This is an optimization exercise on Yosys and OpenROAD, whose aim is small area, not a production implementation.
Only simulation tests tie the RTL to the original design; equivalence was not proved.
Power and IR drop assume default switching activity.

File: design/flow/flow/run.sh
#!/bin/bash
# Own layout flow: the standard flow (standard.sh), with
#  - ABC's mapping script replaced by an area-oriented one (flow/area.abc);
#    registers, their names and their cells are those of the standard synthesis
#  - no fixed adder-cell mapping before ABC (ADDER_MAP_FILE empty)
#  - port buffers of the smallest buffer cell
#  - CTS without dummy loads
# Each tool writes its own log under orfs/logs; make's output goes to flow.log.
set -euo pipefail
here=$PWD
{
  echo 'proc abc {args} {'
  echo '  set i [lsearch -exact $args -script]'
  echo "  if {\$i >= 0} { set args [lreplace \$args \$i [expr {\$i+1}] -script $here/flow/area.abc] }"
  echo '  yosys abc {*}$args'
  echo '}'
  cat synth_recipe.tcl
} > my_synth.tcl
sed "s#SYNTH_SCRIPT=[^ ]*#SYNTH_SCRIPT=$here/my_synth.tcl#" standard.sh > my_standard.sh
export ADDER_MAP_FILE=
export BUFFER_PORTS_ARGS="-buffer_cell sky130_fd_sc_hd__buf_1"
export CTS_ARGS="-sink_clustering_enable -repair_clock_nets -dont_use_dummy_load -buf_list {sky130_fd_sc_hd__clkbuf_4} -sink_clustering_size 8 -sink_clustering_max_diameter 40"
bash my_standard.sh > flow.log 2>&1
File: design/flow/flow/area.abc
strash
ifraig
dc2
dch -f
amap
strash
dc2
dch -f
amap
strash
dc2
dch -f
amap
&get -n
&st
&dch -f
&nf -R 1000 -C 32 -F 8 -A 8
&put
File: design/flow/standard.sh
#!/bin/bash
# synth_recipe.tcl (not shown) runs the flow's synth.tcl, then flattens the netlist and writes it again
# the make line also repeats each setting of config.mk as NAME=value (left out here)
make -C /OpenROAD-flow-scripts/flow DESIGN_CONFIG=/design/flow/config.mk WORK_HOME=/design/flow/orfs CLKGATE_MAP_FILE= SYNTH_SCRIPT=/design/flow/synth_recipe.tcl "${@:-finish}"
File: design/flow/config.mk
export PLATFORM = sky130hd
export DESIGN_NAME = srvmux
export DESIGN_NICKNAME = srvmux
export VERILOG_FILES = /design/flow/design.v
export SDC_FILE = /design/flow/constraint.sdc
export NUM_CORES = 4
export LEC_CHECK = 0
export CAP_MARGIN = 20
export CELL_PAD_IN_SITES_DETAIL_PLACEMENT = 0
export CELL_PAD_IN_SITES_GLOBAL_PLACEMENT = 0
export CORE_MARGIN = 2
export CORE_UTILIZATION = 75
export PLACE_DENSITY = 0.9
export SLEW_MARGIN = 20
File: design/flow/constraint.sdc
create_clock -name core_clock -period 12.0 [get_ports {clk}]
set_input_delay 2.4000 -clock core_clock [delete_from_list [all_inputs] [get_ports {clk}]]
set_output_delay 2.4000 -clock core_clock [all_outputs]
set_load 0.01 [all_outputs]
File: design/flow/design.v
module srvmux (
    input  wire        clk,
    input  wire        rst,           
    input  wire        tick,
    input  wire        cmd_valid,
    input  wire [47:0] cmd,
    output reg         resp_valid,
    output wire [39:0] resp,
    output wire        servo_out,
    output wire [3:0]  addr,
    output wire        step_out,
    output reg         ev_step_fire,
    output reg         ev_step_wrap,
    output reg         ev_div,
    output reg         ev_mux,
    output wire        ev_wdt
);
    localparam [10:0] PW_RESET_E = 11'd988;      
    localparam [11:0] SC_ZERO    = 12'd3584;     
    reg [175:0] pw;
    reg [3:0]   ph;
    reg [3:0]   idx;
    reg [10:0]  pulse;        
    reg         pvalid;
    reg [11:0]  sc;           
    reg [15:0]  tcnt;
    reg [15:0]  ocr_s;
    reg [31:0]  rem;
    reg         step_en;
    reg         deferred;
    reg         in_step;
    reg [12:0]  ocr_d;        
    reg         div_en;
    reg [3:0]   cnt_ms;
    reg [4:0]   cnt_10ms;
    reg [1:0]   cnt_250ms;
    reg         f10ms;
    reg         f250ms;
    reg         f1s;
    reg [1:0]   r_st;
    reg [15:0]  r_dat;        
    reg         r_rem;        
    assign servo_out = !pvalid || (sc != {1'b0, pulse});
    assign addr      = idx;
    assign step_out  = in_step;
    assign ev_wdt    = ev_div | ev_mux;
    assign resp      = {6'd0, r_st, r_rem ? (rem[31:16] + {15'd0, ev_step_wrap}) : 16'd0, r_dat};
    wire [7:0]  op  = cmd[47:40];
    wire [7:0]  sel = cmd[39:32];
    wire [31:0] imm = cmd[31:0];
    wire sel_z = (sel == 8'd0);
    wire imm_z = (imm == 32'd0);
    wire sel_lo = (sel[7:4] == 4'd0);
    wire is_setpw = cmd_valid && (op == 8'h01);
    wire is_getpw = cmd_valid && (op == 8'h02);
    wire is_arm   = cmd_valid && (op == 8'h03);
    wire is_stop  = cmd_valid && (op == 8'h04);
    wire is_tst   = cmd_valid && (op == 8'h05);
    wire is_rdreg = cmd_valid && (op == 8'h06);
    wire is_done  = cmd_valid && (op == 8'h07);
    wire imm_ok = (imm[31:12] == 20'd0) && (imm[11:0] >= 12'd600) && (imm[11:0] < 12'd2400);
    wire do_setpw = is_setpw && sel_lo && imm_ok;
    wire do_arm   = is_arm && sel_z;
    wire do_stop  = is_stop && sel_z && imm_z;
    wire do_tst   = is_tst && imm_z && (sel <= 8'd2);
    wire do_done  = is_done && sel_z && imm_z && in_step;
    reg [1:0] st;
    always @(*) begin
        st = 2'd0;
        case (op)
            8'h01: st = (sel_lo && imm_ok) ? 2'd0 : 2'd2;
            8'h02: st = !imm_z ? 2'd1 : (sel_lo ? 2'd0 : 2'd2);
            8'h03: st = sel_z ? 2'd0 : 2'd1;
            8'h04: st = (sel_z && imm_z) ? 2'd0 : 2'd1;
            8'h05: st = !imm_z ? 2'd1 : ((sel <= 8'd2) ? 2'd0 : 2'd2);
            8'h06: st = !imm_z ? 2'd1 : ((sel <= 8'h1E) ? 2'd0 : 2'd2);
            8'h07: st = !(sel_z && imm_z) ? 2'd1 : (in_step ? 2'd0 : 2'd3);
            default: st = 2'd1;
        endcase
    end
    wire [3:0]  idx1     = idx + 4'd1;
    reg  [10:0] pw_sel;
    wire [3:0]  ra   = sel[4] ? idx : sel[3:0];
    wire [3:0]  rpos = ra - ph;             
    wire [15:0] rdec = 16'd1 << rpos;
    integer k;
    always @(*) begin
        pw_sel = 11'd0;
        for (k = 0; k < 16; k = k + 1) begin
            pw_sel = pw_sel | (pw[11*k +: 11] & {11{rdec[k]}});
        end
    end
    wire [11:0] rd_m   = (sel[4] && sel[3:0] == 4'h3) ? sc :
                         {1'b0, (sel[4] && pvalid) ? pulse : pw_sel};
    wire [11:0] rd_dec = {rd_m[11:9] + 3'd1, rd_m[8:0]} + {11'd0, (sel[4:0] == 5'h11)};
    reg [31:0] reg_value;
    always @(*) begin
        reg_value = 32'd0;
        if (!sel[4]) reg_value = {20'd0, rd_dec};
        else begin
            case (sel[3:0])
                4'h0: reg_value = {28'd0, idx};
                4'h1, 4'h2, 4'h3: reg_value = {20'd0, rd_dec};
                4'h4: reg_value = {16'd0, tcnt};
                4'h5: reg_value = {16'd0, ocr_s};
                4'h6: reg_value = rem;
                4'h7: reg_value = {29'd0, in_step, deferred, step_en};
                4'h8: reg_value = {16'd0, ocr_d, 3'd0};
                4'h9: reg_value = {31'd0, div_en};
                4'hA: reg_value = {28'd0, cnt_ms};
                4'hB: reg_value = {27'd0, cnt_10ms};
                4'hC: reg_value = {30'd0, cnt_250ms};
                4'hD: reg_value = {29'd0, f1s, f250ms, f10ms};
                4'hE: reg_value = {24'd0, idx, 2'b00, step_out, servo_out};
                default: reg_value = 32'd0;
            endcase
        end
    end
    reg [31:0] dat;
    always @(*) begin
        dat = 32'd0;
        if (op == 8'h02 && imm_z && sel_lo) dat = {20'd0, rd_dec};
        else if (op == 8'h05 && imm_z && sel <= 8'd2)
            dat = {31'd0, sel[1] ? f1s : (sel[0] ? f250ms : f10ms)};
        else if (op == 8'h06 && imm_z && sel[7:5] == 3'd0) dat = reg_value;
    end
    wire        imm_small = (imm[31:5] == 27'd0) && (imm[4:0] < 5'd17);
    wire [15:0] d_hi = imm[31:16];
    wire [15:0] d_lo = imm_small ? 16'd17 : imm[15:0];
    wire        rem_z = (rem == 32'd0);
    wire [15:0] base = rem_z ? tcnt : ocr_s;
    wire        arm  = do_arm && !imm_z;
    wire        armz = do_arm && imm_z;
    wire [15:0] v_hi = arm ? d_hi : rem[31:16];
    wire [15:0] v_lo = arm ? d_lo : rem[15:0];
    wire        h0 = (v_hi == 16'd0);
    wire        h1 = (v_hi == 16'd1);
    wire        h2 = (v_hi == 16'd2);
    wire        lt = (v_lo < 16'd10000);
    reg         c_step_en, c_deferred, c_in_step, c_div_en;
    always @(*) begin
        c_step_en  = step_en;
        c_deferred = deferred;
        c_in_step  = in_step;
        c_div_en   = div_en;
        if (do_arm) begin
            c_div_en   = 1'b1;
            c_step_en  = 1'b0;
            c_deferred = !imm_z;
        end
        if (do_stop) begin
            c_step_en  = 1'b0;
            c_deferred = 1'b0;
            c_div_en   = 1'b0;
        end
        if (do_done) begin
            c_in_step = 1'b0;
            if (deferred) begin
                c_step_en  = 1'b1;
                c_deferred = 1'b0;
            end
        end
    end
    wire [15:0] t_tcnt = tcnt + 16'd1;
    wire        commit = c_deferred && !c_in_step;
    wire        t_en   = tick && (c_step_en || commit);
    wire        eq_o   = (t_tcnt == ocr_s);
    wire        eq_b   = ((tcnt + 16'd10001) == ocr_s);
    wire        t_wrap = t_en && !h0 && (arm ? (!rem_z && ((h1 && lt) ? eq_b : eq_o)) : eq_o);
    wire        x_lo   = t_wrap ? h1 : (arm && h0);
    wire        x_k    = t_wrap ? (h2 && lt) : (arm && h1 && lt);
    wire [15:0] x      = x_lo ? v_lo : (x_k ? 16'd55536 : 16'd0);
    wire [15:0] sum    = (arm ? base : ocr_s) + x;
    wire        t_fire = t_en && h0 && (t_tcnt == sum);
    wire        add10k = t_wrap ? (lt && ((h1 && arm) || h2)) : (arm && h1 && lt);
    wire [14:0] p10k   = v_lo[13:0] + 15'd10000;
    wire [15:0] c_ocr_s = (arm || t_wrap) ? sum : ocr_s;
    wire [31:0] c_rem;
    assign c_rem[31:16] = armz ? 16'd0 : (v_hi - {15'd0, t_wrap});
    assign c_rem[15:0]  = armz ? 16'd0 : (add10k ? {1'b0, p10k} : v_lo);
    wire        d_match = tick && c_div_en && (t_tcnt == {ocr_d, 3'd0});
    reg [15:0]  n_tcnt;
    reg [15:0]  n_ocr_s;
    reg [31:0]  n_rem;
    reg         n_step_en, n_deferred, n_in_step;
    reg [12:0]  n_ocr_d;
    reg [3:0]   n_cnt_ms;
    reg [4:0]   n_cnt_10ms;
    reg [1:0]   n_cnt_250ms;
    reg         n_f10ms, n_f250ms, n_f1s;
    always @(*) begin
        n_tcnt      = tick ? t_tcnt : tcnt;
        n_ocr_s     = c_ocr_s;
        n_rem       = c_rem;
        n_step_en   = tick ? ((c_step_en || commit) && !t_fire) : c_step_en;
        n_deferred  = tick ? (c_deferred && c_in_step) : c_deferred;
        n_in_step   = c_in_step || t_fire;
        n_ocr_d     = ocr_d;
        n_cnt_ms    = cnt_ms;
        n_cnt_10ms  = cnt_10ms;
        n_cnt_250ms = cnt_250ms;
        n_f10ms     = f10ms;
        n_f250ms    = f250ms;
        n_f1s       = f1s;
        if (do_tst) begin
            if (sel[1]) n_f1s = 1'b0;
            else if (sel[0]) n_f250ms = 1'b0;
            else n_f10ms = 1'b0;
        end
        if (d_match) begin
            n_ocr_d  = ocr_d + 13'd125;
            n_cnt_ms = cnt_ms + 4'd1;
            if (cnt_ms == 4'd9) begin
                n_cnt_ms   = 4'd0;
                n_f10ms    = 1'b1;
                n_cnt_10ms = cnt_10ms + 5'd1;
                if (cnt_10ms == 5'd24) begin
                    n_cnt_10ms  = 5'd0;
                    n_f250ms    = 1'b1;
                    n_cnt_250ms = cnt_250ms + 2'd1;
                    if (cnt_250ms == 2'd3) n_f1s = 1'b1;
                end
            end
        end
    end
    wire        boundary = tick && pvalid && (sc == {1'b0, pulse});
    wire [10:0] pw_imm   = {imm[10:9] - 2'd1, imm[8:0]};
    wire [10:0] pw_wd = rst ? PW_RESET_E : pw_imm;
    integer i;
    always @(posedge clk) begin
        for (i = 0; i < 16; i = i + 1)
            if (rst || (do_setpw && rdec[(i + 1) % 16]))
                pw[11*i +: 11] <= pw_wd;
            else
                pw[11*i +: 11] <= pw[11*((i + 1) % 16) +: 11];
        if (rst) begin
            ph     <= 4'd0;
            pulse  <= PW_RESET_E;
            pvalid <= 1'b1;
        end else begin
            ph <= ph + 4'd1;
            if (boundary) begin
                pvalid <= 1'b0;
            end else if (!pvalid && ph == idx) begin
                pulse  <= pw[10:0];           
                pvalid <= 1'b1;
            end else if (!pvalid && do_setpw && sel[3:0] == idx) begin
                pulse  <= pw_sel;             
                pvalid <= 1'b1;
            end
        end
    end
    always @(posedge clk) begin
        if (rst) begin
            idx          <= 4'd0;
            sc           <= SC_ZERO;
            tcnt         <= 16'd0;
            ocr_s        <= 16'd0;
            rem          <= 32'd0;
            step_en      <= 1'b0;
            deferred     <= 1'b0;
            in_step      <= 1'b0;
            ocr_d        <= 13'd125;
            div_en       <= 1'b1;
            cnt_ms       <= 4'd0;
            cnt_10ms     <= 5'd0;
            cnt_250ms    <= 2'd0;
            f10ms        <= 1'b0;
            f250ms       <= 1'b0;
            f1s          <= 1'b0;
            resp_valid   <= 1'b0;
            ev_step_fire <= 1'b0;
            ev_step_wrap <= 1'b0;
            ev_div       <= 1'b0;
            ev_mux       <= 1'b0;
        end else begin
            if (boundary) begin
                idx   <= idx1;
                sc    <= SC_ZERO;
            end else if (tick) begin
                sc    <= sc + 12'd1;
            end
            tcnt         <= n_tcnt;
            ocr_s        <= n_ocr_s;
            rem          <= n_rem;
            step_en      <= n_step_en;
            deferred     <= n_deferred;
            in_step      <= n_in_step;
            ocr_d        <= n_ocr_d;
            div_en       <= c_div_en;
            cnt_ms       <= n_cnt_ms;
            cnt_10ms     <= n_cnt_10ms;
            cnt_250ms    <= n_cnt_250ms;
            f10ms        <= n_f10ms;
            f250ms       <= n_f250ms;
            f1s          <= n_f1s;
            resp_valid   <= cmd_valid;
            ev_step_fire <= t_fire;
            ev_step_wrap <= t_wrap;
            ev_div       <= d_match;
            ev_mux       <= boundary;
        end
        r_st  <= st;
        r_dat <= dat[15:0];
        r_rem <= (op == 8'h06) && imm_z && (sel == 8'h16);
    end
endmodule
==> results.txt, run 1 <==
outcome=finished clean; Combinational Power Share=13.9%; Sw Share=28.9%; Setup crit end kind=flip-flop; # setup viols final=0; wire length per cell=22.2 um; register area=0.00655 mm^2; Cell Area, Placed=0.0167 mm^2; WL met1=17900 um; Rows=52; Post-DRT Antenna Nets=0; RSZ-0062 raised after global routing=false; Post-CTS Hold Fix Bufs=0; area share of fa/ha/maj cells after synthesis=0.582%; post-synth top area cell=dfxtp_1; top cells by area, synth=dfxtp_1, nor2_1, a21oi_1, xnor2_1, a22o_1; Hold Crit Depth=2; r2r startpoint=tcnt[0]$_SDFFE_PP0P_; Post-Layout Inst Area=0.0171 mm^2; Worst path max stage delay=0.57 ns; Chip Width=148 um; Pint=0.00136 W; top routing layer in use=met5; r2r endpoint=in_step$_SDFF_PP0_; multiplexer share of the synthesized area=2.84%; first-pass GRT wire length=78800 um; critical path arrival=12.00 ns; vias in the first global route=15400; synth cell count leaders=dfxtp_1, nor2_1, a21oi_1, nand2_1, xnor2_1; Switch Pwr=0.000552 W; Setup crit start kind=input pin; CTS tree=done; Hold Path End=pw[156]$_DFF_P_; router iterations before antenna repair=9; Die ar.=0.0218 mm^2; largest net degree at the start of global routing=71; Mapped Avg Cell Area=8.51 um^2; Power Dens Cells=111 mW/mm^2; worst skew pair latency=0.75 ns; Hold Crit Class=reg -> reg; critical path peak fanout=24; area grow syn2layout=10.7%; prevailing post-synth register cell=dfxtp_1; compound-gate portion of the synthesized area=23.7%; footprint of the multi-input gates=0.00894 mm^2; Hold Crit Start=pw[167]$_DFF_P_; Hold Fails Final Rpt=0; xor/xnor cell area share of the yosys netlist=7.39%; Fillers=1293; Port Buffers=97; Slew Limit Fails=0; synthesized area=0.0155 mm^2; Flop pwr share=57.5%; largest family of logic cells by synthesized area=compound AO/OA/AOI/OAI gates; CP dominant cell by count=maj3_1; buffer count from post-CTS setup fixing=0; DP HPWL=36500 um; dpl ws=-0.306 ns; Simple-Gate Fraction of Synth Area=22.0%; Detail Route met3 WL=7620 um; CTS max path bufs=3; initial antenna violation count=4; top-area cell type share of the netlist area=42.3%; Seq/Total Area, Yosys=42.3%; Iter 0 DRT Violations=2570; H-tree levels=2; core area=0.0202 mm^2; io pins=104; Worst Reg2Reg Path Length in Cells=34; reg-to-reg setup timing slack=2.60 ns; drt total wl=50900 um; Synth cell types=56; slew margin rel.=24.5%; drt drc=0; fmax=0.0874 GHz; synthesized netlist cell count=1819; EDFF count, synth=0; share of cells above drive strength 1=7.13%; maximum VDD drop=0.106 mV; synthesized flop and latch total=327; Clock power frac=28.6%; top-count cell post-synth=dfxtp_1; max_cap viols=0; Leak=6.16 nW; clk sink count=327; vias=16300; GP Congestion=1.08; Worst Slack Setup Final=0.552 ns; clock slew at reported path FFs=0.09 ns; Vias/cell=7.09; Final min period=11.45 ns; CTS Buf Count=49; nets=2075; YS warnings=1; FFs w/ async S/R, synth=0%; CP Data Required Time=12.55 ns; Crit Path Class=in -> reg; clock skew=0.0912 ns; die extent in y=148 um; Tot GR Track Use=45.4%; Worst path slowest cell=or4b_1; Initial Util=76.5%; met2 wire len=22200 um; Root Buffer=clkbuf_4; Worst-Margin Slew=1.13 ns; crit share post-route=95.4%; global route overflow=0
-- per-stage QoR --
step | TNS [ns] | std cells | power, W | hold WS, ns | utilization (%)
finish | 0 | 2293 | 0.00191 | 0.429 | 84.7
global route | 0 | 2292 | 0.00196 | 0.472 | 84.7
CTS | 0 | 2291 | 0.00189 | 0.454 | 84.5
detailed placement | -0.653 | 2242 | 0.00137 | 0.453 | 82.7
global placement | 0 | 2242 | 0.00136 | 0.447 | 82.7
floorplan | 0 | 1824 | 0.00127 | 0.439 | -
-- final cells by class --
class | count | area share (%)
timing repair buffer | 154 | 4.71
antenna | 2 | 0.0292
inverter | 39 | 0.854
clock buffer | 49 | 2.15
tap | 270 | 1.97
multi-input combinational | 1452 | 52.1
sequential | 327 | 38.2
-- worst max-delay path, delay by kind of cell --
family	cells	cell delay [ns]
XOR/XNOR	2	0.46
AND/OR/NAND/NOR	15	3.43
AO/OA/AOI/OAI	10	1.62
buffers and inverters	2	0.29
adder cells (fa/ha/maj)	9	3.48
multiplexers	1	0.30
-- how the worst max path moves through the flow --
stage	startpoint	depth (start not counted)	end	slack, ns
floorplan	cmd[37]	36	in_step$_SDFF_PP0_	0.05
global placement	cmd[20]	40	in_step$_SDFF_PP0_	0.14
detailed placement	cmd[20]	40	in_step$_SDFF_PP0_	-0.31
CTS	cmd[20]	40	in_step$_SDFF_PP0_	0.39
global route	cmd[16]	39	in_step$_SDFF_PP0_	0.06
finish	cmd[16]	39	in_step$_SDFF_PP0_	0.55
-- what timing repair did --
action	in CTS	in global routing
resized for setup	0	5
endpoints found under the hold margin	0	0
setup endpoints to repair	0	3
-- routing by layer --
layer  up-vias  track usage, %
li1       7192               -
met1      7424            56.7
met2      1325            71.3
met3       307            14.4
met4         4            22.8
met5         -               0
-- cell families after synthesis --
| logic type | count (synthesis) |
|---|---|
| muxes | 43 |
| buffers and inverters | 45 |
| AOI/OAI and AO/OA | 541 |
| other | 1 |
| xor gates and xnor gates | 129 |
| DFF | 327 |
| adders and majority gates | 9 |
| and+or+nand+nor | 724 |
-- registers in the layout, indices dropped and copies added, names as in the netlist, 11 cells and up --
| register | count |
|---|---|
| pw | 176 |
| ocr_s | 16 |
| tcnt | 16 |
| rem | 32 |
| pulse | 11 |
| r_dat | 16 |
| sc | 12 |
| ocr_d | 13 |
-- placed cells by master (no fill, tap or decap), drive strengths merged, types with 26 or more instances in the layout --
cell and n:
dfxtp 327, clkbuf 50, nand2b 26, nand2 112
xnor2 88, mux2i 36, nand3 50, clkinv 39
nor4 36, a222oi 55, a22oi 33, buf 153
and2 30, nor2 296, a21oi 202, o21ai 66
or2 28, nand4 29, a22o 67, xor2 40
nor3 55
-- power groups by stage --
stage / Sequential, W / Combinational, W / Clock [W]
finish: 0.00110 / 0.000265 / 0.000547
global route: 0.00110 / 0.000277 / 0.000588
CTS: 0.00110 / 0.000250 / 0.000542
detailed placement: 0.00112 / 0.000247 / 0
global placement: 0.00112 / 0.000240 / 0
floorplan: 0.00112 / 0.000148 / 0
==> run 2: changes to the inputs <==
--- a/design/flow/config.mk
+++ b/design/flow/config.mk
@@ -9,6 +9,6 @@
 export CELL_PAD_IN_SITES_DETAIL_PLACEMENT = 0
 export CELL_PAD_IN_SITES_GLOBAL_PLACEMENT = 0
 export CORE_MARGIN = 2
-export CORE_UTILIZATION = 75
-export PLACE_DENSITY = 0.9
+export CORE_UTILIZATION = 68
+export PLACE_DENSITY = 0.85
 export SLEW_MARGIN = 20
==> results.txt, run 2 <==
RSZ-0062 raised after global routing=false; worst skew pair latency=0.71 ns (-0.04 ns); Tot GR Track Use=41.5% (-3.9 points); Rows=55 (+5.8%); GP Congestion=0.984 (-8.6%); CTS Buf Count=50 (+2.0%); Iter 0 DRT Violations=2597 (+1.1%); post-synth top area cell=dfxtp_1; dpl ws=-0.0317 ns (+0.274 ns); top cells by area, synth=dfxtp_1, nor2_1, a21oi_1, xnor2_1, a22o_1; Initial Util=68.8% (-7.7 points); area grow syn2layout=10.8% (about the same); vias=16100 (-1.0%); buffer count from post-CTS setup fixing=0 (unchanged); Fillers=1750 (+35%); synth cell count leaders=dfxtp_1, nor2_1, a21oi_1, nand2_1, xnor2_1; global route overflow=0 (unchanged); Hold Fails Final Rpt=0 (unchanged); critical path arrival=12.05 ns (+0.05 ns); YS warnings=1 (unchanged); slew margin rel.=26.9% (+2.4 points); Worst Slack Setup Final=0.532 ns (-0.0201 ns); Reg with most FFs=pw; Post-DRT Antenna Nets=0 (unchanged); max_cap viols=0 (unchanged); Slew Limit Fails=0 (unchanged); CTS tree=done; Largest regs=pw: 176 flops, rem: 32 flops; Bufs and invs on worst path=2 (unchanged); initial antenna violation count=1 (-3); Chip Width=155 um (+4.9%); Final min period=11.47 ns (+0.0201 ns); Setup crit start kind=input pin; maximum VDD drop=0.0907 mV (-14%); Crit Path Class=in -> reg; EDFF count, synth=0 (unchanged); # setup viols final=0 (unchanged); Port Buffers=97 (unchanged); Worst-Margin Slew=1.09 ns (-0.0354 ns); largest net degree at the start of global routing=56 (-21%); Post-CTS Hold Fix Bufs=0 (unchanged); Leak=6.18 nW (+0.35%); Synth cell types=56 (unchanged); DP HPWL=37100 um (+1.6%); Vias/cell=6.97 (-1.7%); nets=2076 (+0.048%); most common cell after layout, fill and taps aside=dfxtp_1; FFs w/ async S/R, synth=0% (unchanged); top-count cell post-synth=dfxtp_1; first-pass GRT wire length=79300 um (+0.59%); delay-heaviest family, CP=simple AND/OR/NAND/NOR gates; Largest register FFs=176 (unchanged); wire length per cell=22.2 um (+0.19%); vias in the first global route=14800 (-3.5%); fmax=0.0872 GHz (-0.18%); synthesized area=0.0155 mm^2 (unchanged); Worst path slowest cell=or4b_1; Worst path max stage delay=0.58 ns (about the same); CP dominant cell by count=maj3_1; clk sink count=327 (unchanged); drt drc=0 (unchanged); crit share post-route=95.6% (+0.17 points); share of cells above drive strength 1=6.92% (-0.20 points); footprint of the multi-input gates=0.00892 mm^2 (-0.14%); register area=0.00655 mm^2 (unchanged); io pins=104 (unchanged); CTS max path bufs=3 (unchanged); synthesized netlist cell count=1819 (unchanged); commonest cells after routing, fill and taps aside=dfxtp_1, nor2_1, a21oi_1, nand2_1, buf_1; clock slew at reported path FFs=0.08 ns (about the same); H-tree levels=2 (unchanged); Post-CTS Resized=0 (unchanged); die extent in y=155 um (+4.9%); drt total wl=51300 um (+0.84%); Setup crit end kind=flip-flop; core area=0.0225 mm^2 (+11%); Seq/Total Area, Yosys=42.3% (unchanged); outcome=finished clean; clock skew=0.0712 ns (-0.0199 ns); Root Buffer=clkbuf_4; Hold Crit Class=reg -> reg; critical path peak fanout=24 (unchanged); top-area cell type share of the netlist area=42.3% (unchanged); Power Dens Cells=112 mW/mm^2 (+0.27%); CP Data Required Time=12.58 ns (+0.03 ns); Mapped Avg Cell Area=8.51 um^2 (unchanged); router iterations before antenna repair=11 (+2); synthesized flop and latch total=327 (unchanged); prevailing post-synth register cell=dfxtp_1; Die ar.=0.0240 mm^2 (+10%); setup TNS=0 ns (unchanged)
run 2: through the flow:
step / cell area (um^2) / util, % / power [W] / hold slack [ns] / std cells
after floorplan: 15600 / - / 0.00127 / 0.439 / 1824
after global placement: 16800 / 74.5 / 0.00137 / 0.447 / 2257
after detailed placement: 16800 / 74.5 / 0.00137 / 0.460 / 2257
after CTS: 17100 / 76.2 / 0.00190 / 0.472 / 2307
after global routing: 17200 / 76.3 / 0.00197 / 0.492 / 2308
final: 17200 / 76.3 / 0.00192 / 0.467 / 2308
run 2: worst register-to-register path, delay by kind of cell, from the launching register on:
family / cells / cell delay, ns
DFF: 1 / 0.62
and+or+nand+nor: 13 / 3.07
xor gates and xnor gates: 3 / 0.47
adders and majority gates: 9 / 3.43
AOI/OAI and AO/OA: 10 / 1.48
run 2: where the power goes:
group	total, W	leakage [nW]	switching (W)	internal (W)
registers	0.00110	2.64	0.0000105	0.00109
logic	0.000264	3.31	0.000180	0.0000840
clock network	0.000555	0.230	0.000364	0.000191
run 2: kinds of logic (layout without fill, tap and decap cells):
| family | count (synthesis) | after routing | share of synthesized area, % |
|---|---|---|---|
| compound gates | 541 | 541 | 23.7 |
| xor+xnor | 129 | 129 | 7.39 |
| fa+ha+maj | 9 | 9 | 0.582 |
| buf+inv | 45 | 243 | 1.24 |
| flops | 327 | 327 | 42.3 |
| mux | 43 | 43 | 2.84 |
| other cells | 1 | 7 | 0.0242 |
| simple gates | 724 | 724 | 22.0 |
run 2: path summary, 6_finish.rpt:
path | depth (start not counted) | to | slack (ns) | startpoint
max | 39 | in_step$_SDFF_PP0_ | 0.53 | cmd[16]
min | 2 | r_dat[12]$_SDFF_PP0_ | 0.47 | rem[12]$_SDFF_PP0_
max reg2reg | 35 | in_step$_SDFF_PP0_ | 2.82 | tcnt[0]$_SDFFE_PP0P_
min reg2reg | 2 | r_dat[12]$_SDFF_PP0_ | 0.47 | rem[12]$_SDFF_PP0_
run 2: area by class of cell:
type | count | share of cell area [%]
tap | 285 | 2.08
timing repair buffer | 154 | 4.71
antenna | 1 | 0.0146
multi-input combinational | 1452 | 52.0
inverter | 39 | 0.853
clock buffer | 50 | 2.19
sequential | 327 | 38.2
run 2: routing by layer:
layer	up-vias	part of all wire (%)	GRT usage [%]
li1	7194	-	-
met1	7502	38	56.3
met2	1162	44	64.9
met3	225	13	8.08
met4	0	4.6	18.3
met5	-	0	0

## static timing again, ports no longer ideal
Ports are ideal in the flow. The routed layouts listed here were re-timed in OpenROAD. Step 1 sets driving cells, clkbuf_16 on the clock port and buf_2 on the other inputs (assumed; they add their load-dependent delay and slew). Step 2 times the ports against the registers' clock, not the clock port: input delays grow and output delays shrink by t, the midpoint of the rising clock arrivals with the driver on. Three values: no drivers, after step 1, after step 2; two values: the first two.
run	t, ns	setup WS [ns]	hold slack, ns	worst data-port slew with drivers (ns)
run 1	0.733	0.552 / 0.574 / -0.158	0.429 / 0.429 / 0.429	0.08
run 2	0.720	0.532 / 0.551 / -0.169	0.467 / 0.467 / 0.467	0.08
With both steps, setup timing fails in run 1 and run 2, where it was met with ideal ports. For run 1, which loses most, drivers alone change the setup slack by +0.022 ns; drivers and shift together by -0.710 ns.
